From an optimization exercise on the open Yosys and OpenROAD flow, aimed at small area and few clock cycles; shortcuts taken in it are not production practice. RTL that was checked went through simulation tests only; none was proved equivalent to the original. No driver is modelled on the clock port, so clocking that relies on it looks cheaper here than on a real chip. Power figures rest on the tool's default switching activity, not on a simulated workload.

// beast_deframer
module beast_deframer (
    input  wire         clk,
    input  wire         rst,           
    input  wire         in_valid,
    output wire         in_ready,
    input  wire [1:0]   in_kind,       
    input  wire [7:0]   in_data,
    output wire         out_valid,
    input  wire         out_ready,
    output wire [2:0]   out_kind,
    output wire [47:0]  out_ts,
    output wire [7:0]   out_sig,
    output wire [7:0]   out_type,
    output wire [3:0]   out_plen,
    output wire [111:0] out_payload
);
==> module beast_deframer, before the edit <==
module beast_deframer (
    input  wire         clk,
    input  wire         rst,           
    input  wire         in_valid,
    output wire         in_ready,
    input  wire [1:0]   in_kind,       
    input  wire [7:0]   in_data,
    output wire         out_valid,
    input  wire         out_ready,
    output wire [2:0]   out_kind,
    output wire [47:0]  out_ts,
    output wire [7:0]   out_sig,
    output wire [7:0]   out_type,
    output wire [3:0]   out_plen,
    output wire [111:0] out_payload
);
    localparam [2:0] Q_FRAME       = 3'd0;
    localparam [2:0] Q_LONE_ESCAPE = 3'd1;
    localparam [2:0] Q_UNKNOWN     = 3'd2;
    localparam [2:0] Q_TRUNCATED   = 3'd3;
    localparam [2:0] Q_TRANSPORT   = 3'd4;
    localparam [2:0] Q_END         = 3'd5;
    localparam [2:0] Q_LONE_UNK    = 3'd7;    
    localparam [2:0] Q_NONE        = 3'd6;    
    reg  [1:0] st;
    reg  [4:0] cnt;         
    reg  [1:0] ft;          
    reg  [7:0] sr [0:20];   
    reg  [2:0] q;           
    wire t1 = !ft[1];
    wire t2 = ft[1] && !ft[0];
    wire t3 = ft[1] && ft[0];
    localparam [4:0] CNT0 = 5'b01010;
    wire [4:0] cnt_inc = {cnt[3:0], cnt[4] ^ cnt[2]};
    wire last = t1 ? (cnt[4] && cnt[1]) :
                t2 ? (cnt[4] && cnt[0]) :
                     (cnt[4] && cnt[3] && !cnt[2] && !cnt[0]);
    wire empty = (q == Q_NONE);
    wire pop   = !empty && out_ready;
    assign in_ready  = empty || (out_ready && q != Q_LONE_UNK);
    assign out_valid = !empty;
    wire step = in_valid && in_ready;
    wire is_byte = (in_kind == 2'd0);
    wire is_eos  = (in_kind == 2'd1);
    wire esc     = (in_data == 8'h1A);
    wire known   = (in_data[7:2] == 6'b001100) && (in_data[1] || in_data[0]);
    wire typepos = st[0] && !(st[1] && esc);        
    wire store   = st[1] && (st[0] == esc);         
    wire unk     = typepos && !known;               
    wire frame   = store && last;
    wire [1:0] st_n;
    assign st_n[0] = !st[0] && esc;
    assign st_n[1] = (typepos && known) || (store && !last) || (st[1] && !st[0] && esc);
    reg [2:0] ev_q;         
    always @* begin
        if (!is_byte)
            ev_q = !is_eos ? Q_TRANSPORT : (st != 2'b00) ? Q_TRUNCATED : Q_END;
        else if (frame)
            ev_q = Q_FRAME;
        else if (typepos && st[1])
            ev_q = known ? Q_LONE_ESCAPE : Q_LONE_UNK;
        else if (typepos && !known)
            ev_q = Q_UNKNOWN;
        else
            ev_q = Q_NONE;
    end
    reg [2:0] q_pop;        
    always @* begin
        case (q)
            Q_LONE_UNK:                      q_pop = Q_UNKNOWN;
            Q_TRUNCATED, Q_TRANSPORT, Q_END: q_pop = Q_END;
            default:                         q_pop = Q_NONE;
        endcase
    end
    always @(posedge clk) begin
        if (rst) begin
            st <= 2'b00;
            q  <= Q_NONE;
        end else if (step) begin
            st <= st_n;
            q  <= ev_q;
        end else if (pop) begin
            q  <= q_pop;
        end
    end
    always @(posedge clk) begin
        if (step && typepos)
            ft <= in_data[1:0];
    end
    always @(posedge clk) begin
        if (step && (typepos || store))
            cnt <= typepos ? CNT0 : cnt_inc;
    end
    integer i;
    always @(posedge clk) begin
        if (step && (store || unk)) begin
            for (i = 0; i < 20; i = i + 1)
                sr[i] <= sr[i + 1];
            sr[20] <= (t3 || unk) ? in_data : 8'h00;
            sr[13] <= t3 ? sr[14] : t2 ? in_data : 8'h00;
            sr[8]  <= t1 ? in_data : sr[9];
        end
    end
    assign out_kind = (q == Q_LONE_UNK) ? Q_LONE_ESCAPE : q;
    assign out_type = {q[1] ? sr[20][7:2] : 6'b001100, ft};
    assign out_plen = {t3, ft[1], 1'b1, t2};
    assign out_sig  = sr[6];
    assign out_ts   = {sr[0], sr[1], sr[2], sr[3], sr[4], sr[5]};
    genvar k;
    generate
        for (k = 0; k < 14; k = k + 1) begin : g_payload
            assign out_payload[111 - 8*k -: 8] = sr[7 + k];
        end
    endgenerate
endmodule
clock: 5.0 ns
lec_check: 0
abc_area: 1
cap_margin: 20
core_margin: 2
core_utilization: 70
slew_margin: 20
standard.sh (not shown) runs the stock make flow with config.mk's settings and CLKGATE_MAP_FILE= SYNTH_SCRIPT=/design/flow/synth_recipe.tcl, a recipe that flattens the netlist after the stock synthesis.
==> flow/flow/run.sh <==
#!/bin/bash
# Standard ORFS layout with the smallest port buffers, a clock tree without dummy
# loads, and the clock tree's buffers downsized after CTS as far as the clock-pin
# slew allows (flow/downsize_clk.tcl, run as ORFS's POST_CTS_TCL hook).
set -euo pipefail
CTS="-sink_clustering_enable -repair_clock_nets -dont_use_dummy_load"
CTS="$CTS -buf_list sky130_fd_sc_hd__clkbuf_8 -root_buf sky130_fd_sc_hd__clkbuf_8"
bash standard.sh \
  "BUFFER_PORTS_ARGS=-buffer_cell sky130_fd_sc_hd__buf_1" \
  "CTS_ARGS=$CTS" \
  "POST_CTS_TCL=$PWD/flow/downsize_clk.tcl" \
  finish > standard_flow.log 2>&1
==> flow/flow/downsize_clk.tcl <==
set clk_slew_limit 0.115
proc clk_pin_slew_max {} {
  set mx 0
  foreach p [get_pins -hierarchical */CLK] {
    set s [get_property $p slew_max]
    if {$s > $mx} { set mx $s }
  }
  return $mx
}
set sizes {sky130_fd_sc_hd__clkbuf_1 sky130_fd_sc_hd__clkbuf_2 sky130_fd_sc_hd__clkbuf_4 sky130_fd_sc_hd__clkbuf_8 sky130_fd_sc_hd__clkbuf_16}
estimate_parasitics -placement
set bound [expr max($clk_slew_limit, [clk_pin_slew_max])]
set bufs {}
foreach inst [get_cells *] {
  set m [get_property $inst ref_name]
  if {[lsearch $sizes $m] >= 0} { lappend bufs $inst }
}
foreach inst $bufs {
  set orig [get_property $inst ref_name]
  set best $orig
  foreach m $sizes {
    if {$m == $orig} break
    replace_cell $inst [get_lib_cells */$m]
    estimate_parasitics -placement
    if {[clk_pin_slew_max] <= $bound} { set best $m; break }
  }
  replace_cell $inst [get_lib_cells */$best]
  puts "clock buffer [get_full_name $inst]: $orig -> $best"
}
estimate_parasitics -placement
puts "clock-pin slew after downsizing: [clk_pin_slew_max]"
Rerun with:
--- a/flow/design.v
+++ b/flow/design.v
@@ -17,14 +17,14 @@
     localparam [2:0] Q_FRAME       = 3'd0;
     localparam [2:0] Q_LONE_ESCAPE = 3'd1;
     localparam [2:0] Q_UNKNOWN     = 3'd2;
     localparam [2:0] Q_TRUNCATED   = 3'd3;
     localparam [2:0] Q_TRANSPORT   = 3'd4;
     localparam [2:0] Q_END         = 3'd5;
-    localparam [2:0] Q_LONE_UNK    = 3'd7;    
-    localparam [2:0] Q_NONE        = 3'd6;    
+    localparam [2:0] Q_LONE_UNK    = 3'd6;    
+    localparam [2:0] Q_NONE        = 3'd7;    
     reg  [1:0] st;
     reg  [4:0] cnt;         
     reg  [1:0] ft;          
     reg  [7:0] sr [0:20];   
     reg  [2:0] q;           
     wire t1 = !ft[1];
@@ -81,31 +81,31 @@
             q  <= ev_q;
         end else if (pop) begin
             q  <= q_pop;
         end
     end
     always @(posedge clk) begin
-        if (step && typepos)
+        if (step && is_byte && typepos && known)
             ft <= in_data[1:0];
     end
     always @(posedge clk) begin
-        if (step && (typepos || store))
+        if (step && is_byte && (typepos || store))
             cnt <= typepos ? CNT0 : cnt_inc;
     end
     integer i;
     always @(posedge clk) begin
-        if (step && (store || unk)) begin
+        if (step && is_byte && (store || unk)) begin
             for (i = 0; i < 20; i = i + 1)
                 sr[i] <= sr[i + 1];
             sr[20] <= (t3 || unk) ? in_data : 8'h00;
             sr[13] <= t3 ? sr[14] : t2 ? in_data : 8'h00;
             sr[8]  <= t1 ? in_data : sr[9];
         end
     end
     assign out_kind = (q == Q_LONE_UNK) ? Q_LONE_ESCAPE : q;
-    assign out_type = {q[1] ? sr[20][7:2] : 6'b001100, ft};
+    assign out_type = q[1] ? sr[20] : {6'b001100, ft};
     assign out_plen = {t3, ft[1], 1'b1, t2};
     assign out_sig  = sr[6];
     assign out_ts   = {sr[0], sr[1], sr[2], sr[3], sr[4], sr[5]};
     genvar k;
     generate
         for (k = 0; k < 14; k = k + 1) begin : g_payload
After rerunning: Worst hold slack loses 0.0062 ns. Combinational power came out lower by 40%. Fmax increases by 4.3%. Non-clock buffer count does not change. First-iteration DRC count is lower by 3.6%. Critical path depth rises by 6. Power drops by 18%. Clock power goes down by about 0.7%. Cell area came out higher by 0.91%. Area after synthesis rose by 1.5%. Sequential share of layout area fell by 0.67 points.
Testbench counts after the change, summed over its fixed seeds: cycles 37,797.
The RTL of the first run of this note was laid out without a check of its function.

-- afterwards: timing with drivers on the ports --
In the flow no input, the clock included, has a driving cell. The finished layouts below were timed again as built, in two steps. Step 1: set_driving_cell puts a clkbuf_16 on clk and a buf_2 on each other input, an assumption about the parent block. Step 2 also shifts input and output timing later by t, the mid clock arrival at the registers, as if the neighbouring blocks saw the same clock. a / b / c = no drivers / after step 1 / after step 2; a / b = the first two.
run | shift t [ns] | setup slack, ns | pins driven straight from the clock port
the first run | 0.712 | 1.920 / 1.889 / 1.936 | 1
the second run | 0.431 | 2.048 / 2.051 / 1.620 | 1
After both steps setup and hold are still met in every run listed. For the second run, which loses most, drivers alone change the setup slack by +0.003 ns; drivers and shift together by -0.428 ns.
